Background: an optimization exercise with open tools, aiming at small area, a short achievable clock period and few clock cycles. Do not read the settings as production practice.
No functional check of the RTL was part of any run shown here.

==> run.sh <==
#!/bin/bash
# synth_recipe.tcl (not shown) runs the flow's synth.tcl, then flattens the netlist and writes it again
# the make line also repeats each setting of config.mk as NAME=value (left out here)
make -C /OpenROAD-flow-scripts/flow DESIGN_CONFIG=/design/flow/config.mk WORK_HOME=/design/flow/orfs CLKGATE_MAP_FILE= SYNTH_SCRIPT=/design/flow/synth_recipe.tcl finish
==> design.v <==
module sha256_stream (
    input  wire         clk,
    input  wire         rst,           
    input  wire         start,         
    input  wire         mode,          
    input  wire         in_valid,
    output wire         in_ready,
    input  wire [31:0]  in_data,       
    input  wire         in_last,
    input  wire [2:0]   in_nbytes,     
    output wire [255:0] digest,
    output wire         digest_valid
);
    reg         busy;       
    reg         pre;        
    reg  [6:0]  t;          
    reg  [3:0]  slot;       
    reg         open;       
    reg         need80;     
    reg         fits;       
    reg         fin;        
    reg         done;       
    reg         m224;       
    reg         rotating;   
    reg  [3:0]  rot;        
    reg  [15:0] nbytes;     
    reg  [31:0] a, b, c, d, e, f, g, h;
    reg  [31:0] p, q;               
    reg  [31:0] p0, p1, p2, p3;     
    reg  [31:0] q0, q1, q2, q3;     
    reg  [31:0] w [0:15];           
    integer i;
    wire        t63   = (t == 7'd63);
    wire        t64   = t[6];
    wire        emit  = t64 || t63 || (t < 7'd14);
    wire        want  = busy && emit && open;   
    wire        stall = want && (rotating || !in_valid);
    wire        adv   = busy && !stall;         
    wire        rnd   = adv && !pre;            
    wire        fold  = (t >= 7'd61);           
    assign in_ready     = want && !rotating;
    assign digest_valid = done;
    assign digest       = {p0, p1, p2, p3, q0, q1, q2, q3};
    reg  [31:0] k_n;
    always @(*) begin
        case (t[5:0] | {6{t[6]}})
            6'd0:  k_n = 32'h71374491; 6'd1:  k_n = 32'hb5c0fbcf;
            6'd2:  k_n = 32'he9b5dba5; 6'd3:  k_n = 32'h3956c25b;
            6'd4:  k_n = 32'h59f111f1; 6'd5:  k_n = 32'h923f82a4;
            6'd6:  k_n = 32'hab1c5ed5; 6'd7:  k_n = 32'hd807aa98;
            6'd8:  k_n = 32'h12835b01; 6'd9:  k_n = 32'h243185be;
            6'd10: k_n = 32'h550c7dc3; 6'd11: k_n = 32'h72be5d74;
            6'd12: k_n = 32'h80deb1fe; 6'd13: k_n = 32'h9bdc06a7;
            6'd14: k_n = 32'hc19bf174; 6'd15: k_n = 32'he49b69c1;
            6'd16: k_n = 32'hefbe4786; 6'd17: k_n = 32'h0fc19dc6;
            6'd18: k_n = 32'h240ca1cc; 6'd19: k_n = 32'h2de92c6f;
            6'd20: k_n = 32'h4a7484aa; 6'd21: k_n = 32'h5cb0a9dc;
            6'd22: k_n = 32'h76f988da; 6'd23: k_n = 32'h983e5152;
            6'd24: k_n = 32'ha831c66d; 6'd25: k_n = 32'hb00327c8;
            6'd26: k_n = 32'hbf597fc7; 6'd27: k_n = 32'hc6e00bf3;
            6'd28: k_n = 32'hd5a79147; 6'd29: k_n = 32'h06ca6351;
            6'd30: k_n = 32'h14292967; 6'd31: k_n = 32'h27b70a85;
            6'd32: k_n = 32'h2e1b2138; 6'd33: k_n = 32'h4d2c6dfc;
            6'd34: k_n = 32'h53380d13; 6'd35: k_n = 32'h650a7354;
            6'd36: k_n = 32'h766a0abb; 6'd37: k_n = 32'h81c2c92e;
            6'd38: k_n = 32'h92722c85; 6'd39: k_n = 32'ha2bfe8a1;
            6'd40: k_n = 32'ha81a664b; 6'd41: k_n = 32'hc24b8b70;
            6'd42: k_n = 32'hc76c51a3; 6'd43: k_n = 32'hd192e819;
            6'd44: k_n = 32'hd6990624; 6'd45: k_n = 32'hf40e3585;
            6'd46: k_n = 32'h106aa070; 6'd47: k_n = 32'h19a4c116;
            6'd48: k_n = 32'h1e376c08; 6'd49: k_n = 32'h2748774c;
            6'd50: k_n = 32'h34b0bcb5; 6'd51: k_n = 32'h391c0cb3;
            6'd52: k_n = 32'h4ed8aa4a; 6'd53: k_n = 32'h5b9cca4f;
            6'd54: k_n = 32'h682e6ff3; 6'd55: k_n = 32'h748f82ee;
            6'd56: k_n = 32'h78a5636f; 6'd57: k_n = 32'h84c87814;
            6'd58: k_n = 32'h8cc70208; 6'd59: k_n = 32'h90befffa;
            6'd60: k_n = 32'ha4506ceb; 6'd61: k_n = 32'hbef9a3f7;
            6'd62: k_n = 32'hc67178f2; default: k_n = 32'h428a2f98;
        endcase
    end
    wire [31:0] s1  = {e[5:0], e[31:6]} ^ {e[10:0], e[31:11]} ^ {e[24:0], e[31:25]};
    wire [31:0] ch  = (e & f) ^ (~e & g);
    wire [31:0] s0  = {a[1:0], a[31:2]} ^ {a[12:0], a[31:13]} ^ {a[21:0], a[31:22]};
    wire [31:0] mj  = (a & b) | (a & c) | (b & c);
    wire [31:0] y_s = p ^ ch ^ mj;
    wire [31:0] y_c = {((p & ch) | (p & mj) | (ch & mj)), 1'b0};
    wire [31:0] u_s = y_s ^ y_c ^ s1;
    wire [31:0] u_c = {((y_s & y_c) | (y_s & s1) | (y_c & s1)), 1'b0};
    wire [31:0] v_s = u_s ^ u_c ^ s0;
    wire [31:0] v_c = {((u_s & u_c) | (u_s & s0) | (u_c & s0)), 1'b0};
    wire [31:0] r_s = q ^ ch ^ s1;
    wire [31:0] r_c = {((q & ch) | (q & s1) | (ch & s1)), 1'b0};
    wire [31:0] a_new = v_s + v_c;
    wire [31:0] e_new = r_s + r_c;
    wire [31:0] pa = p3 + a;
    wire [31:0] qe = q3 + e;
    reg  [31:0] hn, dn;
    always @(*) begin
        if (pre) begin
            hn = m224 ? 32'hbefa4fa4 : 32'h5be0cd19;
            dn = m224 ? 32'hf70e5939 : 32'ha54ff53a;
        end else if (t64) begin
            hn = q2;
            dn = p2;
        end else begin
            hn = g;
            dn = c;
        end
    end
    wire [31:0] w15  = w[15];
    wire [31:0] x_s  = hn ^ k_n ^ w15;
    wire [31:0] x_c  = {((hn & k_n) | (hn & w15) | (k_n & w15)), 1'b0};
    wire [31:0] z_s  = x_s ^ x_c ^ dn;
    wire [31:0] z_c  = {((x_s & x_c) | (x_s & dn) | (x_c & dn)), 1'b0};
    wire [31:0] p_n  = x_s + x_c;
    wire [31:0] q_n  = z_s + z_c;
    wire [31:0] w1  = w[1];
    wire [31:0] w14 = w[14];
    wire [31:0] ss0 = {w1[6:0], w1[31:7]} ^ {w1[17:0], w1[31:18]} ^ (w1 >> 3);
    wire [31:0] ss1 = {w14[16:0], w14[31:17]} ^ {w14[18:0], w14[31:19]} ^ (w14 >> 10);
    wire [31:0] m_s = ss1 ^ w[9] ^ ss0;
    wire [31:0] m_c = {((ss1 & w[9]) | (ss1 & ss0) | (w[9] & ss0)), 1'b0};
    wire [31:0] n_s = m_s ^ m_c ^ w[0];
    wire [31:0] n_c = {((m_s & m_c) | (m_s & w[0]) | (m_c & w[0])), 1'b0};
    wire [31:0] w_new = n_s + n_c;
    reg  [31:0] last_word;
    always @(*) begin
        case (in_nbytes)
            3'd0:    last_word = 32'h80000000;
            3'd1:    last_word = {in_data[31:24], 24'h800000};
            3'd2:    last_word = {in_data[31:16], 16'h8000};
            3'd3:    last_word = {in_data[31:8], 8'h80};
            default: last_word = in_data;
        endcase
    end
    wire [31:0] pad_word = need80 ? 32'h80000000 :
                           (fits && slot == 4'd15) ? {13'd0, nbytes, 3'd0} : 32'h0;
    wire [31:0] msg_word = open ? (in_last ? last_word : in_data) : pad_word;
    wire [31:0] w_in     = emit ? msg_word : w_new;
    always @(posedge clk) begin
        if (rst) begin
            busy     <= 1'b0;
            pre      <= 1'b0;
            t        <= 7'd63;
            slot     <= 4'd0;
            open     <= 1'b0;
            need80   <= 1'b0;
            fits     <= 1'b0;
            fin      <= 1'b0;
            done     <= 1'b0;
            rotating <= 1'b0;
            rot      <= 4'd0;
            nbytes   <= 16'd0;
        end else if (start) begin
            busy     <= 1'b1;
            pre      <= 1'b1;
            t        <= 7'd63;
            slot     <= 4'd0;
            open     <= 1'b1;
            need80   <= 1'b0;
            fits     <= 1'b0;
            fin      <= 1'b0;
            done     <= 1'b0;
            m224     <= mode;
            rotating <= 1'b0;
            rot      <= 4'd0;
            nbytes   <= 16'd0;
        end else if (stall) begin
            rot <= rot + 4'd1;
            if (!rotating)
                rotating <= 1'b1;
            else if (rot == 4'd15)
                rotating <= 1'b0;
        end else if (adv) begin
            if (t64) begin
                t   <= 7'd0;
                pre <= 1'b0;
            end else begin
                t <= t + 7'd1;
            end
            if (emit) begin
                slot <= slot + 4'd1;
                if (open) begin
                    nbytes <= nbytes + (in_last ? {13'd0, in_nbytes} : 16'd4);
                    if (in_last) begin
                        open   <= 1'b0;
                        need80 <= (in_nbytes == 3'd4);
                        fits   <= (slot <= 4'd13);
                    end
                end else if (need80) begin
                    need80 <= 1'b0;
                    fits   <= (slot <= 4'd13);
                end else if (slot == 4'd0) begin
                    fits <= 1'b1;
                end else if (slot == 4'd15 && fits) begin
                    fin <= 1'b1;
                end
            end
            if (rnd && t64 && fin) begin
                busy <= 1'b0;
                done <= 1'b1;
            end
        end
    end
    always @(posedge clk) begin
        for (i = 0; i < 15; i = i + 1)
            w[i] <= w[i + 1];
        w[15] <= stall ? w[0] : w_in;
    end
    always @(posedge clk) begin
        if (stall) begin
            a <= h; b <= a; c <= b; d <= c;
            e <= d; f <= e; g <= f; h <= g;
        end else if (pre) begin
            if (m224) begin
                a <= 32'hc1059ed8; b <= 32'h367cd507; c <= 32'h3070dd17; d <= 32'hf70e5939;
                e <= 32'hffc00b31; f <= 32'h68581511; g <= 32'h64f98fa7; h <= 32'hbefa4fa4;
            end else begin
                a <= 32'h6a09e667; b <= 32'hbb67ae85; c <= 32'h3c6ef372; d <= 32'ha54ff53a;
                e <= 32'h510e527f; f <= 32'h9b05688c; g <= 32'h1f83d9ab; h <= 32'h5be0cd19;
            end
        end else if (t64) begin
            a <= pa; b <= p0; c <= p1; d <= p2;
            e <= qe; f <= q0; g <= q1; h <= q2;
        end else begin
            a <= a_new; b <= a; c <= b; d <= c;
            e <= e_new; f <= e; g <= f; h <= g;
        end
    end
    always @(posedge clk) begin
        if (!stall) begin
            p <= p_n;
            q <= q_n;
        end
    end
    always @(posedge clk) begin
        if (start) begin
            if (mode) begin
                p0 <= 32'hc1059ed8; p1 <= 32'h367cd507; p2 <= 32'h3070dd17; p3 <= 32'hf70e5939;
                q0 <= 32'hffc00b31; q1 <= 32'h68581511; q2 <= 32'h64f98fa7; q3 <= 32'hbefa4fa4;
            end else begin
                p0 <= 32'h6a09e667; p1 <= 32'hbb67ae85; p2 <= 32'h3c6ef372; p3 <= 32'ha54ff53a;
                q0 <= 32'h510e527f; q1 <= 32'h9b05688c; q2 <= 32'h1f83d9ab; q3 <= 32'h5be0cd19;
            end
        end else if (rnd && fold) begin
            p0 <= pa; p1 <= p0; p2 <= p1; p3 <= p2;
            q0 <= qe; q1 <= q0; q2 <= q1; q3 <= q2;
        end
    end
endmodule
==> config.mk <==
export PLATFORM = sky130hd
export DESIGN_NAME = sha256_stream
export DESIGN_NICKNAME = sha256_stream
export VERILOG_FILES = /design/flow/design.v
export SDC_FILE = /design/flow/constraint.sdc
export NUM_CORES = 4
export LEC_CHECK = 0
export CAP_MARGIN = 20
export CORE_MARGIN = 2
export CORE_UTILIZATION = 40
export SETUP_SLACK_MARGIN = 4
export SLEW_MARGIN = 20
==> constraint.sdc <==
create_clock -name core_clock -period 10.0 [get_ports {clk}]
set_input_delay 2.0000 -clock core_clock [delete_from_list [all_inputs] [get_ports {clk}]]
set_output_delay 2.0000 -clock core_clock [all_outputs]
set_load 0.01 [all_outputs]
==> results of run 1 <==
==> repair_timing <==
action | CTS | global route
buffers inserted | 25 | 29
pin swaps | 15 | 35
cloned | 3 | 4
resized for setup | 87 | 107
endpoints found under the setup margin | 46 | 19
==> logic make-up (layout without fill, tap and decap cells) <==
| kind of cell | Yosys count | count (layout) | synth area share [%] |
|---|---|---|---|
| flops | 1128 | 1128 | 44.6 |
| simple gates | 1289 | 1290 | 10.5 |
| xor+xnor | 458 | 458 | 6.93 |
| fa+ha+maj | 525 | 525 | 14.5 |
| mux | 88 | 88 | 1.60 |
| buf+inv | 785 | 1081 | 5.10 |
| other cells | 0 | 1 | 0 |
| compound gates | 1528 | 1528 | 16.8 |
==> layer usage <==
layer / vias up / wire length (um)
li1: 20400 / -
met1: 22700 / 96200
met2: 2207 / 97100
met3: 402 / 21200
met4: 6 / 9770
met5: - / 46
==> critical path, delay by kind of cell, from the launching register on <==
family          cells  cell delay [ps]
compound gates      9             2420
flops               1              350
simple gates        4              770
buf+inv             5              660
fa+ha+maj           4             1350
xor+xnor            1               70
==> per-stage QoR <==
| step | worst slack [ps] | hold slack [ps] | utilization, % |
|---|---|---|---|
| after floorplan | 684 | 310 | - |
| after global placement | 2540 | 310 | 43.6 |
| after detailed placement | 2540 | 312 | 43.6 |
| after CTS | 3990 | 252 | 46.9 |
| after global routing | 3900 | 260 | 47.4 |
| final | 4100 | 254 | 47.4 |
==> synthesized netlist by cell type (all sizes together) (119+ instances only) <==
cell type  number
nor2b         122
a21o          119
fa            252
xnor2         331
a21oi         463
ha            243
dfxtp         807
nor2          429
nand2         323
edfxtp        321
o21ai         371
xor2          127
inv           436
clkbuf        304
==> layout make-up <==
| class | instances | area, um2 | share of cell area [%] |
|---|---|---|---|
| Clock buffer | 150 | 3170 | 4.65 |
| Multi-Input combinational cell | 3889 | 29800 | 43.8 |
| Clock inverter | 70 | 981 | 1.44 |
| Tap cell | 1903 | 2380 | 3.50 |
| Timing Repair Buffer | 422 | 4210 | 6.19 |
| Sequential cell | 1128 | 25800 | 37.9 |
| Timing Repair inverter | 2 | 12.5 | 0.0184 |
| Inverter | 437 | 1680 | 2.47 |
| Antenna cell | 1 | 2.50 | 0.00368 |
==> worst min path at each step <==
stage / end / start
floorplan: w[10][0]$_DFF_P_ / w[11][0]$_DFF_P_
global placement: w[6][21]$_DFF_P_ / w[7][21]$_DFF_P_
detailed placement: w[10][0]$_DFF_P_ / w[11][0]$_DFF_P_
CTS: w[7][13]$_DFF_P_ / w[8][13]$_DFF_P_
global route: w[12][25]$_DFF_P_ / w[13][25]$_DFF_P_
finish: w[7][13]$_DFF_P_ / w[8][13]$_DFF_P_
==> flow_metrics.py, run 1 <==
metrics = {
    "global_route": {
        "met3_usage_pct": 6.43,
        "use_met2_pct": 44.5,
        "grt_pass1_vias": 43500,
        "grt-ovfl-total": 0,
        "grt_util_all_layers_pct": 29.5,
        "grt_max_degree": 160,
        "gr-usage-met1_pct": 41.0,
        "antenna_found_initial": 11,
        "busiest_layer": "met2",
        "grt_pass1_wl_um": 315000,
    },
    "worst_hold_path": {
        "min_path_cells": 0,
        "hp-class": "flip-flop to flip-flop",
    },
    "floorplanning": {
        "core_area_mm2": 0.144,
        "num_rows": 139,
        "initial_utilization_pct": 40.3,
        "io_pins": 299,
        "dieHeight_um": 384,
        "die_w_um": 384,
        "die_area_mm2": 0.148,
    },
    "finish": {
        "largest_reg_flops": 512,
        "design_area_mm2": 0.0681,
        "n_fill_cell": 13500,
        "layout.nets": 6531,
        "area_growth_pct": 17.6,
        "largest_register": "w",
        "final_common_cell": "dfxtp_1",
        "stdcell_count": 8002,
        "layout_common_cells": "dfxtp_1 (801), a21oi_1 (443), inv_1 (429)",
        "drive_gt1_share_pct": 10.1,
    },
    "sta": {
        "grt_setup_unrepaired": "yes",
        "hold_viol_final": 0,
        "slew_headroom_pct": 18.3,
        "tightest_slew_ps": 1230,
        "fin_crit_sh_pct": 59.0,
        "skew_ps": 75.4,
        "finalSetupViolCount": 0,
        "slew_viol_final": 0,
        "fin_setup_tns_ps": 0,
        "period_minus_slack_ps": 5900,
        "fmax_ghz": 0.169,
    },
    "yosys": {
        "ys_async_sr_fraction_pct": 0,
        "synth_edf_count": 321,
        "synth_seq_area_share_pct": 44.6,
        "synthesis.instances": 5801,
        "yosysWarnings": 2,
        "synth_ff_type": "dfxtp_1",
        "netlist_top_cells_area": "dfxtp_1 (28%), edfxtp_1 (17%), fa_1 (8.7%)",
        "syn-mean-instance-area_um2": 9.98,
        "synth_area_mm2": 0.0579,
        "synth_top_area_share_pct": 27.9,
        "yosys.area.top_type": "dfxtp_1",
        "syn_nets": 6337,
        "ys_types": 78,
        "ys_seq_elements": 1128,
    },
    "routing": {
        "drt_iter0_drc": 5578,
        "vias": 45700,
        "post_drt_wl_per_cell_um": 28.0,
        "drt-total-wl_um": 224000,
        "drtPass1Iterations": 17,
        "antenna_left": 0,
        "drc": 0,
        "vias_per_cell": 5.71,
    },
    "setup_path": {
        "path_class": "flip-flop to flip-flop",
        "reg2reg_from": "t[0]$_SDFFE_PP1P_",
        "worstReg2RegEnd": "q[20]$_DFFE_PN_",
        "critPathLaunchType": "flip-flop",
        "worstPathCellList": "buf_12, or2_4, clkinvlp_4, ha_1, buf_6, nand2_1, a31oi_1, a221oi_2, a31oi_2, fa_1, inv_1, fa_1, inv_1, ha_1, and3_1, a311o_1, a221o_1, a311oi_2, o21ai_1, o21ai_1, nand2b_1, a21oi_2, xnor2_1",
        "crit_slowest_cell": "fa_1",
        "crit_path_start": "t[0]$_SDFFE_PP1P_",
        "critical_path.max_fanout": 16,
        "ff2ff_setup_slack_ps": 4100,
        "reg2reg_depth": 23,
        "cp-end-kind": "flip-flop",
        "crit_required_ps": 10480,
        "slowest_delay_ps": 500,
        "endpoint": "q[20]$_DFFE_PN_",
        "cp.arrival_ps": 6380,
    },
    "cts": {
        "clockBufferDepth": 3,
        "insertion_delay_ps": 800,
        "cts_buffers": 115,
        "clkTransAtPathRegs_ps": 70,
        "cts-htree-levels": 3,
        "hold_buffers": 0,
        "cts_tree": "yes",
        "clock_sinks": 1128,
        "clock-root-buffer": "clkbuf_16",
    },
    "run": {
        "maxCapViolCount": 0,
    },
    "placement": {
        "placed_area_mm2": 0.0626,
        "place.gp.congestion": 1.03,
        "dpl.hpwl_um": 168000,
        "post-place-cells": 7720,
        "io_buffers": 298,
    },
    "run_status": {
        "outcome": "complete, no violations",
    },
}
==> run 2: changes to the inputs <==
--- a/config.mk
+++ b/config.mk
@@ -8,5 +8,5 @@
 export CAP_MARGIN = 20
 export CORE_MARGIN = 2
 export CORE_UTILIZATION = 40
-export SETUP_SLACK_MARGIN = 4
+export SETUP_SLACK_MARGIN = 5
 export SLEW_MARGIN = 20
==> flow_metrics.py, run 2 <==
metrics = {
    "run_status": {
        "outcome": "complete, no violations",
    },
    "placement": {
        "io_buffers": 298,
        "place.gp.congestion": 0.983,
        "dpl_worst_slack_ps": 2740,
        "dpl.hpwl_um": 172000,
    },
    "sta": {
        "skew_ps": 93.9,
        "fmax_ghz": 0.169,
        "slew_headroom_pct": 19.9,
        "grt_setup_unrepaired": "yes",
        "hold_viol_final": 0,
        "slew_viol_final": 0,
        "fin_ws_ps": 4100,
        "finalSetupViolCount": 0,
        "period_minus_slack_ps": 5900,
        "tightest_slew_ps": 1190,
        "fin_crit_sh_pct": 59.0,
        "fin_setup_tns_ps": 0,
    },
    "global_route": {
        "grt_pass1_wl_um": 325000,
        "grt_util_all_layers_pct": 30.6,
        "antenna_found_initial": 19,
        "grt-ovfl-total": 0,
        "grt_pass1_vias": 44200,
        "grt_max_degree": 136,
    },
    "run": {
        "maxCapViolCount": 0,
    },
    "routing": {
        "vias_per_cell": 5.68,
        "drc": 0,
        "antenna_left": 0,
        "drt_iter0_drc": 4968,
        "vias": 46200,
        "drt-total-wl_um": 231000,
        "post_drt_wl_per_cell_um": 28.4,
        "drtPass1Iterations": 17,
    },
    "yosys": {
        "ys_seq_elements": 1128,
        "yosys.area.top_type": "dfxtp_1",
        "ys_types": 78,
        "ys_async_sr_fraction_pct": 0,
        "synth_most_common_cell": "dfxtp_1",
        "synth_edf_count": 321,
        "yosysWarnings": 2,
        "synth_ff_type": "dfxtp_1",
        "synthesis.instances": 5801,
        "netlist_top_cells_area": "dfxtp_1 (28%), edfxtp_1 (17%), fa_1 (8.7%)",
        "synth_area_mm2": 0.0579,
        "synth_commonest_cells": "dfxtp_1 (807), a21oi_1 (463), inv_1 (436), nor2_1 (429), o21ai_0 (368)",
        "syn-mean-instance-area_um2": 9.98,
        "synth_top_area_share_pct": 27.9,
        "syn_nets": 6337,
        "synth_seq_area_share_pct": 44.6,
    },
    "setup_path": {
        "critPathLaunchType": "flip-flop",
        "slowest_delay_ps": 600,
        "crit_slowest_cell": "fa_1",
        "crit_required_ps": 10510,
        "cp-end-kind": "flip-flop",
        "path_class": "flip-flop to flip-flop",
        "critical_path.max_fanout": 6,
        "cp_common_cell": "inv_1",
        "cp.arrival_ps": 6410,
    },
    "cts": {
        "hold_buffers": 0,
        "clock_sinks": 1128,
        "cts-htree-levels": 3,
        "cts_tree": "yes",
        "clockBufferDepth": 3,
        "insertion_delay_ps": 810,
        "clkTransAtPathRegs_ps": 70,
        "cts_buffers": 119,
        "clock-root-buffer": "clkbuf_16",
    },
    "finish": {
        "largest_reg_flops": 512,
        "n_fill_cell": 13400,
        "post-route-util_pct": 49.2,
        "largest_register": "w",
        "final_common_cell": "dfxtp_1",
        "layout_common_cells": "dfxtp_1 (751), inv_1 (424), a21oi_1 (424)",
        "layout.nets": 6659,
        "drive_gt1_share_pct": 15.1,
        "area_growth_pct": 22.1,
    },
    "floorplanning": {
        "initial_utilization_pct": 40.3,
        "io_pins": 299,
        "num_rows": 139,
        "dieHeight_um": 384,
        "die_area_mm2": 0.148,
        "die_w_um": 384,
        "core_area_mm2": 0.144,
    },
    "worst_hold_path": {
        "hp-class": "flip-flop to flip-flop",
    },
}
[run 2: cell counts after synthesis]
Identical to the previous run, type by type.
[run 2: final timing paths]
check | startpoint | end | slack [ps] | depth (start not counted)
worst max register to register | t[0]$_SDFFE_PP1P_ | q[30]$_DFFE_PN_ | 4100 | 26
worst min register to register | w[2][12]$_DFF_P_ | w[1][12]$_DFF_P_ | 270 | 0
worst min-delay path | w[2][12]$_DFF_P_ | w[1][12]$_DFF_P_ | 270 | 0
worst max-delay path | t[0]$_SDFFE_PP1P_ | q[30]$_DFFE_PN_ | 4100 | 26
[run 2: stage by stage]
step	std cells	cell area [um2]	hold WS [ps]
after floorplan	5801	58200	310
after global placement	7732	62900	310
after detailed placement	7732	62900	312
after CTS	8068	69500	256
after global routing	8132	70700	266
final	8136	70700	273
[run 2: cell families after synthesis]
| kind of cell | after synthesis | share of synthesized area [%] |
|---|---|---|
| AO/OA/AOI/OAI | 1528 | 16.8 |
| adder cells (fa/ha/maj) | 525 | 14.5 |
| XOR/XNOR | 458 | 6.93 |
| AND/OR/NAND/NOR | 1289 | 10.5 |
| multiplexers | 88 | 1.60 |
| flip-flops | 1128 | 44.6 |
| buffers and inverters | 785 | 5.10 |
[run 2: per-layer routing]
metal,global-route usage (%),share of wire [%]
met1,43.7,44
met2,46.2,43
met3,6.00,8.1
met4,10.8,4.1
met5,0,0.013
[run 2: timing repair]
action,CTS,global route
pin swaps,72,109
endpoints found under the setup margin,333,220
gates resized for setup,296,158
gates cloned,6,1
buffers inserted,103,61
[run 2: area by class of cell]
class	instances	area [um2]	area share, %
antenna	4	10.0	0.0142
timing repair buffer	547	5480	7.76
sequential	1128	25900	36.7
inverter	437	1690	2.39
multi-input combinational	3889	30900	43.8
tap	1903	2380	3.37
clock inverter	59	773	1.09
timing repair inverter	1	5.00	0.00708
clock buffer	168	3490	4.93
[run 2: worst max-delay path, delay by kind of cell (launching register included)]
family,cells,cell delay [ps]
flip-flops,1,350
buffers and inverters,7,690
AO/OA/AOI/OAI,12,2240
AND/OR/NAND/NOR,2,480
adder cells (fa/ha/maj),4,1750
XOR/XNOR,1,80
==> run 3: changes to the inputs <==
--- a/design.v
+++ b/design.v
@@ -15,6 +15,7 @@
     reg         pre;        
     reg  [6:0]  t;          
     reg  [3:0]  slot;       
+    reg  [5:0]  kidx;       
     reg         open;       
     reg         need80;     
     reg         fits;       
@@ -43,39 +44,39 @@
     assign digest       = {p0, p1, p2, p3, q0, q1, q2, q3};
     reg  [31:0] k_n;
     always @(*) begin
-        case (t[5:0] | {6{t[6]}})
-            6'd0:  k_n = 32'h71374491; 6'd1:  k_n = 32'hb5c0fbcf;
-            6'd2:  k_n = 32'he9b5dba5; 6'd3:  k_n = 32'h3956c25b;
-            6'd4:  k_n = 32'h59f111f1; 6'd5:  k_n = 32'h923f82a4;
-            6'd6:  k_n = 32'hab1c5ed5; 6'd7:  k_n = 32'hd807aa98;
-            6'd8:  k_n = 32'h12835b01; 6'd9:  k_n = 32'h243185be;
-            6'd10: k_n = 32'h550c7dc3; 6'd11: k_n = 32'h72be5d74;
-            6'd12: k_n = 32'h80deb1fe; 6'd13: k_n = 32'h9bdc06a7;
-            6'd14: k_n = 32'hc19bf174; 6'd15: k_n = 32'he49b69c1;
-            6'd16: k_n = 32'hefbe4786; 6'd17: k_n = 32'h0fc19dc6;
-            6'd18: k_n = 32'h240ca1cc; 6'd19: k_n = 32'h2de92c6f;
-            6'd20: k_n = 32'h4a7484aa; 6'd21: k_n = 32'h5cb0a9dc;
-            6'd22: k_n = 32'h76f988da; 6'd23: k_n = 32'h983e5152;
-            6'd24: k_n = 32'ha831c66d; 6'd25: k_n = 32'hb00327c8;
-            6'd26: k_n = 32'hbf597fc7; 6'd27: k_n = 32'hc6e00bf3;
-            6'd28: k_n = 32'hd5a79147; 6'd29: k_n = 32'h06ca6351;
-            6'd30: k_n = 32'h14292967; 6'd31: k_n = 32'h27b70a85;
-            6'd32: k_n = 32'h2e1b2138; 6'd33: k_n = 32'h4d2c6dfc;
-            6'd34: k_n = 32'h53380d13; 6'd35: k_n = 32'h650a7354;
-            6'd36: k_n = 32'h766a0abb; 6'd37: k_n = 32'h81c2c92e;
-            6'd38: k_n = 32'h92722c85; 6'd39: k_n = 32'ha2bfe8a1;
-            6'd40: k_n = 32'ha81a664b; 6'd41: k_n = 32'hc24b8b70;
-            6'd42: k_n = 32'hc76c51a3; 6'd43: k_n = 32'hd192e819;
-            6'd44: k_n = 32'hd6990624; 6'd45: k_n = 32'hf40e3585;
-            6'd46: k_n = 32'h106aa070; 6'd47: k_n = 32'h19a4c116;
-            6'd48: k_n = 32'h1e376c08; 6'd49: k_n = 32'h2748774c;
-            6'd50: k_n = 32'h34b0bcb5; 6'd51: k_n = 32'h391c0cb3;
-            6'd52: k_n = 32'h4ed8aa4a; 6'd53: k_n = 32'h5b9cca4f;
-            6'd54: k_n = 32'h682e6ff3; 6'd55: k_n = 32'h748f82ee;
-            6'd56: k_n = 32'h78a5636f; 6'd57: k_n = 32'h84c87814;
-            6'd58: k_n = 32'h8cc70208; 6'd59: k_n = 32'h90befffa;
-            6'd60: k_n = 32'ha4506ceb; 6'd61: k_n = 32'hbef9a3f7;
-            6'd62: k_n = 32'hc67178f2; default: k_n = 32'h428a2f98;
+        case (kidx)
+            6'd0:  k_n = 32'h428a2f98; 6'd1:  k_n = 32'h71374491;
+            6'd2:  k_n = 32'hb5c0fbcf; 6'd3:  k_n = 32'he9b5dba5;
+            6'd4:  k_n = 32'h3956c25b; 6'd5:  k_n = 32'h59f111f1;
+            6'd6:  k_n = 32'h923f82a4; 6'd7:  k_n = 32'hab1c5ed5;
+            6'd8:  k_n = 32'hd807aa98; 6'd9:  k_n = 32'h12835b01;
+            6'd10: k_n = 32'h243185be; 6'd11: k_n = 32'h550c7dc3;
+            6'd12: k_n = 32'h72be5d74; 6'd13: k_n = 32'h80deb1fe;
+            6'd14: k_n = 32'h9bdc06a7; 6'd15: k_n = 32'hc19bf174;
+            6'd16: k_n = 32'he49b69c1; 6'd17: k_n = 32'hefbe4786;
+            6'd18: k_n = 32'h0fc19dc6; 6'd19: k_n = 32'h240ca1cc;
+            6'd20: k_n = 32'h2de92c6f; 6'd21: k_n = 32'h4a7484aa;
+            6'd22: k_n = 32'h5cb0a9dc; 6'd23: k_n = 32'h76f988da;
+            6'd24: k_n = 32'h983e5152; 6'd25: k_n = 32'ha831c66d;
+            6'd26: k_n = 32'hb00327c8; 6'd27: k_n = 32'hbf597fc7;
+            6'd28: k_n = 32'hc6e00bf3; 6'd29: k_n = 32'hd5a79147;
+            6'd30: k_n = 32'h06ca6351; 6'd31: k_n = 32'h14292967;
+            6'd32: k_n = 32'h27b70a85; 6'd33: k_n = 32'h2e1b2138;
+            6'd34: k_n = 32'h4d2c6dfc; 6'd35: k_n = 32'h53380d13;
+            6'd36: k_n = 32'h650a7354; 6'd37: k_n = 32'h766a0abb;
+            6'd38: k_n = 32'h81c2c92e; 6'd39: k_n = 32'h92722c85;
+            6'd40: k_n = 32'ha2bfe8a1; 6'd41: k_n = 32'ha81a664b;
+            6'd42: k_n = 32'hc24b8b70; 6'd43: k_n = 32'hc76c51a3;
+            6'd44: k_n = 32'hd192e819; 6'd45: k_n = 32'hd6990624;
+            6'd46: k_n = 32'hf40e3585; 6'd47: k_n = 32'h106aa070;
+            6'd48: k_n = 32'h19a4c116; 6'd49: k_n = 32'h1e376c08;
+            6'd50: k_n = 32'h2748774c; 6'd51: k_n = 32'h34b0bcb5;
+            6'd52: k_n = 32'h391c0cb3; 6'd53: k_n = 32'h4ed8aa4a;
+            6'd54: k_n = 32'h5b9cca4f; 6'd55: k_n = 32'h682e6ff3;
+            6'd56: k_n = 32'h748f82ee; 6'd57: k_n = 32'h78a5636f;
+            6'd58: k_n = 32'h84c87814; 6'd59: k_n = 32'h8cc70208;
+            6'd60: k_n = 32'h90befffa; 6'd61: k_n = 32'ha4506ceb;
+            6'd62: k_n = 32'hbef9a3f7; default: k_n = 32'hc67178f2;
         endcase
     end
     wire [31:0] s1  = {e[5:0], e[31:6]} ^ {e[10:0], e[31:11]} ^ {e[24:0], e[31:25]};
@@ -155,6 +156,7 @@
             busy     <= 1'b1;
             pre      <= 1'b1;
             t        <= 7'd63;
+            kidx     <= 6'd0;
             slot     <= 4'd0;
             open     <= 1'b1;
             need80   <= 1'b0;
@@ -172,6 +174,8 @@
             else if (rot == 4'd15)
                 rotating <= 1'b0;
         end else if (adv) begin
+            if (!t63)
+                kidx <= kidx + 6'd1;
             if (t64) begin
                 t   <= 7'd0;
                 pre <= 1'b0;
--- a/config.mk
+++ b/config.mk
@@ -8,5 +8,5 @@
 export CAP_MARGIN = 20
 export CORE_MARGIN = 2
 export CORE_UTILIZATION = 40
-export SETUP_SLACK_MARGIN = 5
+export SETUP_SLACK_MARGIN = 4
 export SLEW_MARGIN = 20
==> flow_metrics.py, run 3 <==
metrics = {
    "run_status": {
        "outcome": "complete, no violations",
    },
    "setup_path": {
        "critPathLaunchType": "flip-flop",
        "slowest_delay_ps": 700,
        "critical_path.max_fanout": 7,
        "crit_required_ps": 10690,
        "cp.arrival_ps": 6550,
        "path_class": "flip-flop to flip-flop",
        "crit_slowest_cell": "dfxtp_1",
        "cp-end-kind": "flip-flop",
        "worstPathCellList": "mux2i_1, inv_1, fa_1, inv_1, fa_1, inv_1, fa_1, ha_1, o31ai_1, a21oi_1, o211ai_1, buf_4, o31ai_2, a41o_1, a21oi_1, xnor2_1, nand2_1, a32o_1",
        "reg2reg_depth": 18,
    },
    "floorplanning": {
        "die_w_um": 389,
        "io_pins": 299,
        "initial_utilization_pct": 40.2,
        "die_area_mm2": 0.152,
        "num_rows": 141,
        "core_area_mm2": 0.148,
        "dieHeight_um": 389,
    },
    "global_route": {
        "grt_max_degree": 145,
        "grt_util_all_layers_pct": 28.4,
        "grt_pass1_wl_um": 311000,
        "grt_pass1_vias": 42900,
        "antenna_found_initial": 17,
        "grt-ovfl-total": 0,
    },
    "sta": {
        "grt_setup_unrepaired": "no",
        "slew_viol_final": 0,
        "hold_slack_ps": 308,
        "slew_headroom_pct": 20.4,
        "fin_setup_tns_ps": 0,
        "skew_ps": 56.5,
        "finalSetupViolCount": 0,
        "fin_crit_sh_pct": 58.6,
        "period_minus_slack_ps": 5860,
        "tightest_slew_ps": 1180,
        "hold_viol_final": 0,
        "fmax_ghz": 0.171,
    },
    "placement": {
        "io_buffers": 298,
        "post-place-cells": 7888,
        "dpl.hpwl_um": 167000,
        "place.gp.congestion": 0.978,
    },
    "cts": {
        "clock_sinks": 1166,
        "clock-root-buffer": "clkbuf_16",
        "insertion_delay_ps": 820,
        "clockBufferDepth": 3,
        "clkTransAtPathRegs_ps": 60,
        "cts_tree": "yes",
        "hold_buffers": 0,
        "cts_buffers": 130,
        "cts-htree-levels": 4,
    },
    "yosys": {
        "syn_nets": 6484,
        "yosys.area.top_type": "dfxtp_1",
        "synth_ff_type": "dfxtp_1",
        "ys_async_sr_fraction_pct": 0,
        "syn-mean-instance-area_um2": 9.99,
        "synth_top_area_share_pct": 28.3,
        "ys_seq_elements": 1166,
        "synth_most_common_cell": "dfxtp_1",
        "netlist_top_cells_area": "dfxtp_1 (28%), edfxtp_1 (17%), fa_1 (8.5%)",
        "synthesis.instances": 5948,
        "synth_commonest_cells": "dfxtp_1 (839), a21oi_1 (512), inv_1 (484), o21ai_0 (441), nor2_1 (350)",
        "synth_seq_area_share_pct": 44.8,
        "synth_area_mm2": 0.0594,
        "synth_edf_count": 327,
        "ys_types": 96,
        "yosysWarnings": 2,
    },
    "finish": {
        "largest_reg_flops": 512,
        "layout.nets": 6629,
        "post-route-util_pct": 46.5,
        "stdcell_count": 8131,
        "layout_common_cells": "dfxtp_1 (836), a21oi_1 (512), inv_1 (482)",
        "drive_gt1_share_pct": 7.43,
        "n_fill_cell": 13800,
        "final_common_cell": "dfxtp_1",
        "largest_register": "w",
        "area_growth_pct": 15.5,
    },
    "routing": {
        "vias": 45900,
        "drc": 0,
        "post_drt_wl_per_cell_um": 27.1,
        "antenna_left": 0,
        "drtPass1Iterations": 6,
        "drt-total-wl_um": 220000,
        "drt_iter0_drc": 5719,
        "vias_per_cell": 5.65,
    },
    "worst_hold_path": {
        "hp-class": "flip-flop to flip-flop",
        "min_path_cells": 0,
    },
    "run": {
        "maxCapViolCount": 0,
    },
}
==> run 3: cell types whose count changed in the layout (fill, tap and decap cells not counted), moves of 30 or more <==
cell / change
o21ai_0: +102
nor2_1: -67
ha_1: +33
buf_6: -34
nand2_1: +30
a21oi_1: +88
dfxtp_1: +85
buf_4: -125
nor3_1: +53
a21oi_2: -34
inv_1: +58
dfxtp_2: -33
==> run 3: worst paths after layout <==
check,startpoint,slack [ps],endpoint
max,e[4]$_DFF_P_,4140,a[31]$_DFF_P_
min,w[4][22]$_DFF_P_,310,w[3][22]$_DFF_P_
max reg2reg,e[4]$_DFF_P_,4140,a[31]$_DFF_P_
min reg2reg,w[4][22]$_DFF_P_,310,w[3][22]$_DFF_P_
==> run 3: metrics by stage <==
step	setup WS (ps)	area [um2]
floorplan	662	59500
CTS	3980	68500
global placement	3100	64000
detailed placement	3060	64000
global route	3980	68600
finish	4140	68600
==> run 3: layout make-up <==
| type | instances | area [um2] | share of cell area (%) |
|---|---|---|---|
| Multi-Input combinational cell | 3951 | 29700 | 43.3 |
| Sequential cell | 1166 | 26600 | 38.8 |
| Clock buffer | 175 | 3600 | 5.25 |
| Clock inverter | 58 | 918 | 1.34 |
| Inverter | 487 | 1840 | 2.69 |
| Tap cell | 1930 | 2410 | 3.52 |
| Antenna cell | 7 | 17.5 | 0.0255 |
| Timing Repair Buffer | 357 | 3500 | 5.10 |
==> run 3: per-layer routing <==
metal	vias up	track usage (%)	part of all wire, %
met5	-	0	0.0054
met4	2	8.05	2.8
met3	265	6.82	10
met2	2214	38.5	40
met1	22600	43.9	47
li1	20800	-	-
==> run 3: cells by family (layout without fill, tap and decap cells) <==
logic type / Yosys count / count (layout) / share of synthesized area (%)
multiplexers: 110 / 110 / 1.98
adder cells (fa/ha/maj): 525 / 525 / 14.1
buffers and inverters: 831 / 1077 / 5.45
flip-flops: 1166 / 1166 / 44.8
other: 0 / 7 / 0
AO/OA/AOI/OAI: 1597 / 1597 / 16.8
AND/OR/NAND/NOR: 1264 / 1264 / 10.1
XOR/XNOR: 455 / 455 / 6.71
==> run 3: critical path: cells and delay by family (launching register included) <==
kind            cells  cell delay [ps]
fa+ha+maj           4             1710
compound gates      7             1970
buf+inv             4              540
xor+xnor            1              190
flops               1              700
simple gates        1               90
mux                 1              540
==> run 3: timing repair <==
item	CTS	global route
gates resized for setup	4	13
setup buffers	0	3
pin swaps	0	1
setup endpoints to repair	3	17
==> run 4: changes to the inputs <==
--- a/config.mk
+++ b/config.mk
@@ -8,5 +8,5 @@
 export CAP_MARGIN = 20
 export CORE_MARGIN = 2
 export CORE_UTILIZATION = 40
-export SETUP_SLACK_MARGIN = 4
+export SETUP_SLACK_MARGIN = 5
 export SLEW_MARGIN = 20
==> flow_metrics.py, run 4 <==
metrics = {
    "yosys": {
        "ys_seq_elements": 1166,
        "syn_nets": 6484,
        "synth_edf_count": 327,
        "netlist_top_cells_area": "dfxtp_1 (28%), edfxtp_1 (17%), fa_1 (8.5%)",
        "synth_most_common_cell": "dfxtp_1",
        "yosys.area.top_type": "dfxtp_1",
        "ys_types": 96,
        "synth_area_mm2": 0.0594,
        "synthesis.instances": 5948,
        "synth_commonest_cells": "dfxtp_1 (839), a21oi_1 (512), inv_1 (484), o21ai_0 (441), nor2_1 (350)",
        "syn-mean-instance-area_um2": 9.99,
        "ys_async_sr_fraction_pct": 0,
        "synth_ff_type": "dfxtp_1",
        "synth_seq_area_share_pct": 44.8,
        "yosysWarnings": 2,
        "synth_top_area_share_pct": 28.3,
    },
    "routing": {
        "vias_per_cell": 5.67,
        "antenna_left": 0,
        "vias": 46300,
        "drtPass1Iterations": 8,
        "drt-total-wl_um": 224000,
        "drc": 0,
        "post_drt_wl_per_cell_um": 27.5,
        "drt_iter0_drc": 5737,
    },
    "cts": {
        "cts_buffers": 120,
        "clock-root-buffer": "clkbuf_16",
        "clock_sinks": 1166,
        "clockBufferDepth": 3,
        "insertion_delay_ps": 780,
        "hold_buffers": 0,
        "cts_tree": "yes",
        "cts-htree-levels": 3,
        "clkTransAtPathRegs_ps": 60,
    },
    "setup_path": {
        "cp_common_cell": "buf_4",
        "critPathLaunchType": "input pin",
        "cp.arrival_ps": 5500,
        "cp-end-kind": "flip-flop",
        "crit_slowest_cell": "buf_4",
        "crit_required_ps": 10410,
        "critPathBufInv": 4,
        "slowest_delay_ps": 790,
        "critical_path.max_fanout": 116,
        "path_class": "input pin to flip-flop",
        "cp_top_family": "buffers and inverters",
        "worstPathCellList": "clkdlybuf4s50_1, nor2b_4, nor2_4, buf_12, buf_4, buf_4, o21ai_0",
    },
    "placement": {
        "dpl_worst_slack_ps": 3330,
        "place.gp.congestion": 1.02,
        "io_buffers": 298,
        "post-place-cells": 7890,
        "dpl.hpwl_um": 166000,
    },
    "finish": {
        "area_growth_pct": 16.9,
        "drive_gt1_share_pct": 10.0,
        "final_common_cell": "dfxtp_1",
        "multiInputGateArea_mm2": 0.0303,
        "n_fill_cell": 13700,
        "post-route-util_pct": 47.1,
        "stdcell_count": 8158,
        "largest_register": "w",
        "largest_reg_flops": 512,
        "register_area_mm2": 0.0267,
        "layout_common_cells": "dfxtp_1 (799), a21oi_1 (504), inv_1 (479)",
        "layout.nets": 6659,
    },
    "floorplanning": {
        "core_area_mm2": 0.148,
        "dieHeight_um": 389,
        "initial_utilization_pct": 40.2,
        "io_pins": 299,
        "die_area_mm2": 0.152,
        "die_w_um": 389,
        "num_rows": 141,
    },
    "sta": {
        "fin_ws_ps": 4910,
        "slew_headroom_pct": 10.6,
        "fmax_ghz": 0.196,
        "slew_viol_final": 0,
        "period_minus_slack_ps": 5090,
        "hold_slack_ps": 307,
        "fin_crit_sh_pct": 50.9,
        "finalSetupViolCount": 0,
        "fin_setup_tns_ps": 0,
        "grt_setup_unrepaired": "yes",
        "hold_viol_final": 0,
        "skew_ps": 64.3,
        "tightest_slew_ps": 1330,
    },
    "global_route": {
        "grt_pass1_wl_um": 314000,
        "grt_max_degree": 140,
        "grt_util_all_layers_pct": 28.6,
        "grt_pass1_vias": 43200,
        "antenna_found_initial": 21,
        "grt-ovfl-total": 0,
    },
    "worst_hold_path": {
        "hp-class": "flip-flop to flip-flop",
    },
    "run": {
        "maxCapViolCount": 0,
    },
    "run_status": {
        "outcome": "complete, no violations",
    },
}
-- run 4: cell families (layout without fill, tap and decap cells) --
kind of cell / after synthesis / count (layout) / share of synthesized area, %
AO/OA/AOI/OAI: 1597 / 1597 / 16.8
XOR/XNOR: 455 / 455 / 6.71
adder cells (fa/ha/maj): 525 / 525 / 14.1
buffers and inverters: 831 / 1110 / 5.45
flip-flops: 1166 / 1166 / 44.8
multiplexers: 110 / 110 / 1.98
other: 0 / 1 / 0
AND/OR/NAND/NOR: 1264 / 1264 / 10.1
-- run 4: path summary, 6_finish.rpt --
path,startpoint,endpoint,slack (ps),cells after the start
worst max-delay path,in_valid,d[15]$_DFF_P_,4910,7
worst min-delay path,w[12][12]$_DFF_P_,w[11][12]$_DFF_P_,310,0
worst max register to register,e[8]$_DFF_P_,a[30]$_DFF_P_,4970,18
worst min register to register,w[12][12]$_DFF_P_,w[11][12]$_DFF_P_,310,0
-- run 4: per-layer routing --
layer	GRT usage (%)	share of wire, %
met1	43.1	45
met2	38.6	39
met3	7.16	11
met4	11.6	4.4
met5	0	0.012
-- run 4: final cells by class --
| class | count | area share, % |
|---|---|---|
| inverter | 487 | 2.67 |
| sequential | 1166 | 38.4 |
| clock buffer | 156 | 4.83 |
| tap | 1930 | 3.48 |
| clock inverter | 70 | 1.10 |
| multi-input combinational | 3951 | 43.6 |
| antenna | 1 | 0.00360 |
| timing repair buffer | 397 | 5.88 |
-- run 4: what timing repair did --
item / in CTS / in global routing
setup endpoints to repair: 352 / 281
gates cloned: 4 / 5
gates resized for setup: 106 / 115
endpoints found under the hold margin: 0 / 0
pin swaps: 9 / 15
setup buffers: 15 / 17
-- run 4: through the flow --
step | instance area [um2]
finish | 69500
CTS | 68800
detailed placement | 64000
global placement | 64000
floorplan | 59500
global route | 69500
==> run 5: changes to the inputs <==
--- a/design.v
+++ b/design.v
@@ -25,6 +25,10 @@
     reg         rotating;   
     reg  [3:0]  rot;        
     reg  [15:0] nbytes;     
+    reg         ib_valid;
+    reg  [31:0] ib_data;
+    reg         ib_last;
+    reg  [2:0]  ib_nbytes;
     reg  [31:0] a, b, c, d, e, f, g, h;
     reg  [31:0] p, q;               
     reg  [31:0] p0, p1, p2, p3;     
@@ -35,11 +39,13 @@
     wire        t64   = t[6];
     wire        emit  = t64 || t63 || (t < 7'd14);
     wire        want  = busy && emit && open;   
-    wire        stall = want && (rotating || !in_valid);
-    wire        adv   = busy && !stall;         
+    wire        wait0 = want && pre && t63 && !ib_valid;
+    wire        stall = want && (rotating || !ib_valid) && !wait0;
+    wire        adv   = busy && !stall && !wait0;   
     wire        rnd   = adv && !pre;            
     wire        fold  = (t >= 7'd61);           
-    assign in_ready     = want && !rotating;
+    wire        take  = want && !rotating && ib_valid;   
+    assign in_ready     = !ib_valid || take;
     assign digest_valid = done;
     assign digest       = {p0, p1, p2, p3, q0, q1, q2, q3};
     reg  [31:0] k_n;
@@ -126,17 +132,17 @@
     wire [31:0] w_new = n_s + n_c;
     reg  [31:0] last_word;
     always @(*) begin
-        case (in_nbytes)
+        case (ib_nbytes)
             3'd0:    last_word = 32'h80000000;
-            3'd1:    last_word = {in_data[31:24], 24'h800000};
-            3'd2:    last_word = {in_data[31:16], 16'h8000};
-            3'd3:    last_word = {in_data[31:8], 8'h80};
-            default: last_word = in_data;
+            3'd1:    last_word = {ib_data[31:24], 24'h800000};
+            3'd2:    last_word = {ib_data[31:16], 16'h8000};
+            3'd3:    last_word = {ib_data[31:8], 8'h80};
+            default: last_word = ib_data;
         endcase
     end
     wire [31:0] pad_word = need80 ? 32'h80000000 :
                            (fits && slot == 4'd15) ? {13'd0, nbytes, 3'd0} : 32'h0;
-    wire [31:0] msg_word = open ? (in_last ? last_word : in_data) : pad_word;
+    wire [31:0] msg_word = open ? (ib_last ? last_word : ib_data) : pad_word;
     wire [31:0] w_in     = emit ? msg_word : w_new;
     always @(posedge clk) begin
         if (rst) begin
@@ -185,10 +191,10 @@
             if (emit) begin
                 slot <= slot + 4'd1;
                 if (open) begin
-                    nbytes <= nbytes + (in_last ? {13'd0, in_nbytes} : 16'd4);
-                    if (in_last) begin
+                    nbytes <= nbytes + (ib_last ? {13'd0, ib_nbytes} : 16'd4);
+                    if (ib_last) begin
                         open   <= 1'b0;
-                        need80 <= (in_nbytes == 3'd4);
+                        need80 <= (ib_nbytes == 3'd4);
                         fits   <= (slot <= 4'd13);
                     end
                 end else if (need80) begin
@@ -207,6 +213,21 @@
         end
     end
     always @(posedge clk) begin
+        if (rst || start)
+            ib_valid <= 1'b0;
+        else if (in_valid && in_ready)
+            ib_valid <= 1'b1;
+        else if (take)
+            ib_valid <= 1'b0;
+    end
+    always @(posedge clk) begin
+        if (in_valid && in_ready) begin
+            ib_data   <= in_data;
+            ib_last   <= in_last;
+            ib_nbytes <= in_nbytes;
+        end
+    end
+    always @(posedge clk) begin
         for (i = 0; i < 15; i = i + 1)
             w[i] <= w[i + 1];
         w[15] <= stall ? w[0] : w_in;
==> flow_metrics.py, run 5 <==
metrics = {
    "run_status": {
        "outcome": "complete, no violations",
    },
    "routing": {
        "post_drt_wl_per_cell_um": 29.4,
        "antenna_left": 0,
        "drt_iter0_drc": 5990,
        "vias": 47000,
        "drc": 0,
        "vias_per_cell": 5.80,
        "drt-total-wl_um": 238000,
        "drtPass1Iterations": 6,
    },
    "global_route": {
        "grt_util_all_layers_pct": 30.6,
        "gr-usage-met1_pct": 43.5,
        "antenna_found_initial": 16,
        "use_met2_pct": 43.8,
        "grt-ovfl-total": 0,
        "grt_pass1_wl_um": 332000,
        "grt_max_degree": 155,
        "grt_pass1_vias": 44200,
        "met3_usage_pct": 7.69,
        "busiest_layer": "met2",
    },
    "finish": {
        "largest_reg_flops": 512,
        "area_growth_pct": 19.8,
        "post-route-util_pct": 48.2,
        "layout.nets": 6588,
        "n_fill_cell": 13600,
        "final_common_cell": "dfxtp_1",
        "layout_common_cells": "dfxtp_1 (770), inv_1 (499), a21oi_1 (401)",
        "largest_register": "w",
        "register_area_mm2": 0.0279,
        "drive_gt1_share_pct": 13.1,
        "multiInputGateArea_mm2": 0.0300,
    },
    "yosys": {
        "synth_top_area_share_pct": 28.2,
        "ys_types": 88,
        "yosys.area.top_type": "dfxtp_1",
        "synth_ff_type": "dfxtp_1",
        "ys_async_sr_fraction_pct": 0,
        "yosys.area_share.simple_pct": 8.89,
        "synth_top_family_by_area": "compound AO/OA/AOI/OAI gates",
        "synth_seq_area_share_pct": 46.5,
        "yosys-mux-area-fraction_pct": 2.20,
        "synthesis.instances": 5780,
        "synth_xor_area_share_pct": 6.74,
        "synth_area_mm2": 0.0595,
        "syn-mean-instance-area_um2": 10.3,
        "ys_seq_elements": 1203,
        "synth_adder_area_share_pct": 14.1,
        "netlist_top_cells_area": "dfxtp_1 (28%), edfxtp_1 (18%), fa_1 (8.5%)",
        "synth_most_common_cell": "dfxtp_1",
        "synth-compound-area-share_pct": 16.3,
        "syn_nets": 6316,
        "yosysWarnings": 2,
        "synth_edf_count": 363,
        "synth_commonest_cells": "dfxtp_1 (840), inv_1 (502), o21ai_0 (415), a21oi_1 (408), edfxtp_1 (363)",
    },
    "sta": {
        "fin_setup_tns_ps": 0,
        "period_minus_slack_ps": 4990,
        "hold_viol_final": 0,
        "tightest_slew_ps": 1210,
        "slew_viol_final": 0,
        "finalSetupViolCount": 0,
        "slew_headroom_pct": 18.9,
        "fin_crit_sh_pct": 49.9,
        "fmax_ghz": 0.201,
        "skew_ps": 36.2,
        "grt_setup_unrepaired": "yes",
    },
    "setup_path": {
        "worstPathCellList": "buf_12, inv_4, buf_4, nand2_1, o21ai_0, a211oi_4, buf_4, nand2_1, a21oi_1, a211oi_1, a311o_1, o21ai_1",
        "cp-end-kind": "flip-flop",
        "cp.arrival_ps": 5710,
        "slowest_delay_ps": 780,
        "critPathLaunchType": "input pin",
        "path_class": "input pin to flip-flop",
        "crit_required_ps": 10720,
        "crit_slowest_cell": "a211oi_4",
        "critical_path.max_fanout": 51,
    },
    "cts": {
        "cts_buffers": 134,
        "clock-root-buffer": "clkbuf_16",
        "clockBufferDepth": 3,
        "clkTransAtPathRegs_ps": 70,
        "insertion_delay_ps": 800,
        "cts_tree": "yes",
        "hold_buffers": 0,
        "clock_sinks": 1203,
        "cts-htree-levels": 4,
    },
    "worst_hold_path": {
        "hp-class": "flip-flop to flip-flop",
    },
    "floorplanning": {
        "die_area_mm2": 0.152,
        "num_rows": 141,
        "dieHeight_um": 390,
        "initial_utilization_pct": 40.3,
        "io_pins": 299,
        "die_w_um": 390,
        "core_area_mm2": 0.148,
    },
    "placement": {
        "dpl.hpwl_um": 179000,
        "io_buffers": 298,
        "place.gp.congestion": 1.02,
    },
    "run": {
        "maxCapViolCount": 0,
    },
}
## run 5: cell types whose count changed in the layout (fill, tap and decap cells not counted), sizes merged, moves of 22 or more
| cell | delta |
|---|---|
| and3 | -23 |
| a211o | -22 |
| buf | +62 |
| nor2 | -27 |
| o221a | +32 |
| nor3 | -47 |
| nor2b | -25 |
| clkbuf | +29 |
| a31oi | +39 |
| a21oi | -101 |
| o21ai | -27 |
| a22o | +24 |
| edfxtp | +36 |
## run 5: worst paths after layout
path,from,to,slack [ps],cells after the start
worst max register to register,m224$_DFFE_PP_,q[30]$_DFFE_PN_,5030,18
worst min register to register,w[6][26]$_DFF_P_,w[5][26]$_DFF_P_,310,0
worst max-delay path,start,k_n[4]$_DFF_P_,5010,12
worst min-delay path,w[6][26]$_DFF_P_,w[5][26]$_DFF_P_,310,0
## run 5: layout make-up
cell class / instances / area share [%]
clock inverter: 56 / 0.777
antenna: 7 / 0.0246
multi-input combinational: 3751 / 42.0
inverter: 507 / 2.72
clock buffer: 189 / 5.51
timing repair buffer: 454 / 6.43
tap: 1930 / 3.39
sequential: 1203 / 39.1
timing repair inverter: 1 / 0.0158
## run 5: routing by layer
| metal | wire length [um] | up-vias |
|---|---|---|
| met1 | 102000 | 23100 |
| li1 | - | 20600 |
| met5 | 60 | - |
| met2 | 98900 | 2772 |
| met3 | 25700 | 518 |
| met4 | 11900 | 10 |
## run 5: per-stage QoR
step / std cells / setup WS [ps] / area [um2] / hold slack (ps)
final: 8098 / 5010 / 71300 / 306
after CTS: 8031 / 4880 / 70100 / 305
after floorplan: 5780 / 3870 / 59600 / 310
after global routing: 8091 / 4860 / 71300 / 317
after global placement: 7755 / 3600 / 64400 / 310
after detailed placement: 7755 / 3530 / 64400 / 312
## run 5: cell families (layout without fill, tap and decap cells)
family / Yosys count / in the layout
buf+inv: 826 / 1207
fa+ha+maj: 525 / 525
compound gates: 1515 / 1515
mux: 124 / 124
xor+xnor: 458 / 458
simple gates: 1129 / 1129
other cells: 0 / 7
flops: 1203 / 1203
## run 5: critical path: cells and delay by family
family | cells | cell delay (ps)
compound gates | 6 | 1780
buf+inv | 4 | 1340
simple gates | 2 | 510
## run 5: what timing repair did
| action | in CTS | in global routing |
|---|---|---|
| setup endpoints to repair | 105 | 60 |
| buffers inserted | 27 | 57 |
| gates resized for setup | 203 | 167 |
| pin swaps | 11 | 41 |
| cloned | 4 | 3 |
==> run 6: changes to the inputs <==
--- a/config.mk
+++ b/config.mk
@@ -7,6 +7,6 @@
 export LEC_CHECK = 0
 export CAP_MARGIN = 20
 export CORE_MARGIN = 2
-export CORE_UTILIZATION = 40
+export CORE_UTILIZATION = 60
 export SETUP_SLACK_MARGIN = 5
 export SLEW_MARGIN = 20
==> flow_metrics.py, run 6 <==
metrics = {
    "run_status": {
        "outcome": "complete, no violations",
    },
    "cts": {
        "cts-htree-levels": 3,
        "clkTransAtPathRegs_ps": 70,
        "cts_buffers": 117,
        "clock_sinks": 1203,
        "cts_tree": "yes",
        "clock-root-buffer": "clkbuf_16",
        "insertion_delay_ps": 780,
        "clockBufferDepth": 3,
    },
    "global_route": {
        "grt_pass1_wl_um": 322000,
        "antenna_found_initial": 17,
        "grt_util_all_layers_pct": 43.7,
        "grt_max_degree": 166,
        "grt-ovfl-total": 0,
        "grt_pass1_vias": 45500,
    },
    "yosys": {
        "ys_async_sr_fraction_pct": 0,
        "synth_top_area_share_pct": 28.2,
        "syn-mean-instance-area_um2": 10.3,
        "synth-compound-area-share_pct": 16.3,
        "synth_top_family_by_area": "compound AO/OA/AOI/OAI gates",
        "synth_adder_area_share_pct": 14.1,
        "yosysWarnings": 2,
        "ys_types": 88,
        "synthesis.instances": 5780,
        "syn_nets": 6316,
        "synth_ff_type": "dfxtp_1",
        "yosys.area.top_type": "dfxtp_1",
        "synth_seq_area_share_pct": 46.5,
        "yosys.area_share.simple_pct": 8.89,
        "synth_commonest_cells": "dfxtp_1 (840), inv_1 (502), o21ai_0 (415), a21oi_1 (408), edfxtp_1 (363)",
        "synth_edf_count": 363,
        "synth_most_common_cell": "dfxtp_1",
        "ys_seq_elements": 1203,
        "yosys-mux-area-fraction_pct": 2.20,
        "netlist_top_cells_area": "dfxtp_1 (28%), edfxtp_1 (18%), fa_1 (8.5%)",
        "synth_area_mm2": 0.0595,
        "synth_xor_area_share_pct": 6.74,
    },
    "sta": {
        "hold_viol_final": 0,
        "fmax_ghz": 0.200,
        "slew_headroom_pct": 9.75,
        "fin_setup_tns_ps": 0,
        "skew_ps": 104,
        "grt_setup_unrepaired": "yes",
        "slew_viol_final": 0,
        "finalSetupViolCount": 0,
        "tightest_slew_ps": 1350,
        "period_minus_slack_ps": 5000,
        "fin_crit_sh_pct": 50.0,
    },
    "floorplanning": {
        "initial_utilization_pct": 60.5,
        "die_area_mm2": 0.102,
        "die_w_um": 319,
        "dieHeight_um": 319,
        "io_pins": 299,
        "core_area_mm2": 0.0984,
        "num_rows": 115,
    },
    "placement": {
        "dpl.hpwl_um": 164000,
        "io_buffers": 298,
        "placed_area_mm2": 0.0635,
        "place.gp.congestion": 1.05,
    },
    "setup_path": {
        "cp.arrival_ps": 5680,
        "cp-end-kind": "flip-flop",
        "critPathLaunchType": "flip-flop",
        "crit_required_ps": 10680,
        "path_class": "flip-flop to flip-flop",
        "reg2reg_depth": 18,
        "critical_path.max_fanout": 7,
    },
    "routing": {
        "drc": 0,
        "vias": 48400,
        "vias_per_cell": 6.54,
        "drtPass1Iterations": 9,
        "drt_iter0_drc": 8330,
        "antenna_left": 0,
        "drt-total-wl_um": 229000,
        "post_drt_wl_per_cell_um": 31.0,
    },
    "run": {
        "maxCapViolCount": 0,
    },
    "finish": {
        "layout.nets": 6548,
        "design_area_mm2": 0.0697,
        "layout_common_cells": "dfxtp_1 (770), inv_1 (501), a21oi_1 (405)",
        "final_common_cell": "dfxtp_1",
        "largest_reg_flops": 512,
        "largest_register": "w",
        "drive_gt1_share_pct": 12.2,
        "area_growth_pct": 17.1,
    },
    "worst_hold_path": {
        "min_path_cells": 0,
        "hp-class": "flip-flop to flip-flop",
    },
}
[run 6: layer usage]
layer  global-route usage (%)  wire [um]
met2                     61.6      93500
met1                     61.9      89000
met5                        0         28
met4                     18.2      11600
met3                     14.3      35300
[run 6: timing repair]
item                       in CTS  in global routing
cloned                          4                  4
pin swaps                      15                 36
resized for setup             170                141
setup endpoints to repair     174                142
hold buffers                    0                  0
buffers inserted               21                 54
[run 6: cells by family (layout without fill, tap and decap cells)]
group,count (synthesis),count (layout)
adders and majority gates,525,525
AOI/OAI and AO/OA,1515,1515
muxes,124,124
xor gates and xnor gates,458,458
and+or+nand+nor,1129,1129
DFF,1203,1203
buffers and inverters,826,1160
other,0,5
[run 6: stage by stage]
step	util [%]	std cells	worst slack, ps	hold WS, ps
final	70.8	7406	5000	318
after global routing	70.8	7402	4800	320
after detailed placement	64.5	7097	3630	312
after floorplan	-	5780	3870	310
after CTS	69.7	7343	4890	308
after global placement	64.5	7097	3680	310
[run 6: worst max-delay path: stages (launching register included)]
cell,delay (ps)
dfxtp_2,510
mux2i_1,380
inv_1,220
fa_1,510
inv_1,50
fa_1,480
inv_1,50
fa_1,440
ha_1,400
a21o_1,190
a21o_1,180
a221oi_2,330
o31ai_4,150
a31oi_2,250
nor2_1,80
o21ai_0,200
mux2i_1,230
nand4_1,100
a21oi_1,170
[run 6: area by class of cell]
type | count | area, um2
fillers | 6953 | 28700
inverters | 507 | 1920
clock inverters | 56 | 678
clock buffers | 165 | 3500
diodes | 5 | 12.5
well taps | 1287 | 1610
repair inverters | 1 | 8.76
multi-input cells | 3751 | 29700
repair buffers | 431 | 4360
flip-flops and latches | 1203 | 27900
[run 6: final timing paths]
check / from / endpoint / slack, ps
setup reg to reg: e[22]$_DFF_P_ / a[31]$_DFF_P_ / 5000
hold / removal: w[13][6]$_DFF_P_ / w[12][6]$_DFF_P_ / 320
hold reg to reg: w[13][6]$_DFF_P_ / w[12][6]$_DFF_P_ / 320
setup / recovery: e[22]$_DFF_P_ / a[31]$_DFF_P_ / 5000

## re-timing with driven ports
No port has a modelled driver above. Below, the same layouts with a new extraction and two added sets of constraints.
Step 1 sets driving cells, clkbuf_16 on the clock port and buf_2 on the other inputs (assumed; they add their load-dependent delay and slew).
Step 2 adds t to the input delays and takes it off the output delays; t is the mean of the earliest and latest rising clock arrival at the registers after step 1. Input paths then give back, and output paths get back, about the clock's delay inside the block.
Three values: ideal ports, drivers, drivers and shift; two values: the first two.
run | t, ns | setup WS [ns] | worst register clock-pin slew, ns | worst data-port slew with drivers (ns) | pins driven straight from the clock port
run 1 | 0.833 | 4.099 / 4.099 / 4.099 | 0.07 / 0.07 | 0.06 | 1
run 2 | 0.837 | 4.096 / 4.096 / 4.096 | 0.07 / 0.07 | 0.04 | 1
run 3 | 0.863 | 4.138 / 4.138 / 3.395 | 0.07 / 0.07 | 0.13 | 1
run 4 | 0.822 | 4.910 / 4.960 / 4.138 | 0.08 / 0.08 | 0.04 | 1
run 5 | 0.855 | 5.014 / 5.026 / 4.171 | 0.07 / 0.07 | 0.06 | 1
run 6 | 0.804 | 5.000 / 5.000 / 4.343 | 0.08 / 0.08 | 0.05 | 1
After both steps every run listed still meets setup and hold. For run 5, which loses most, drivers alone change the setup slack by +0.012 ns; drivers and shift together by -0.843 ns.
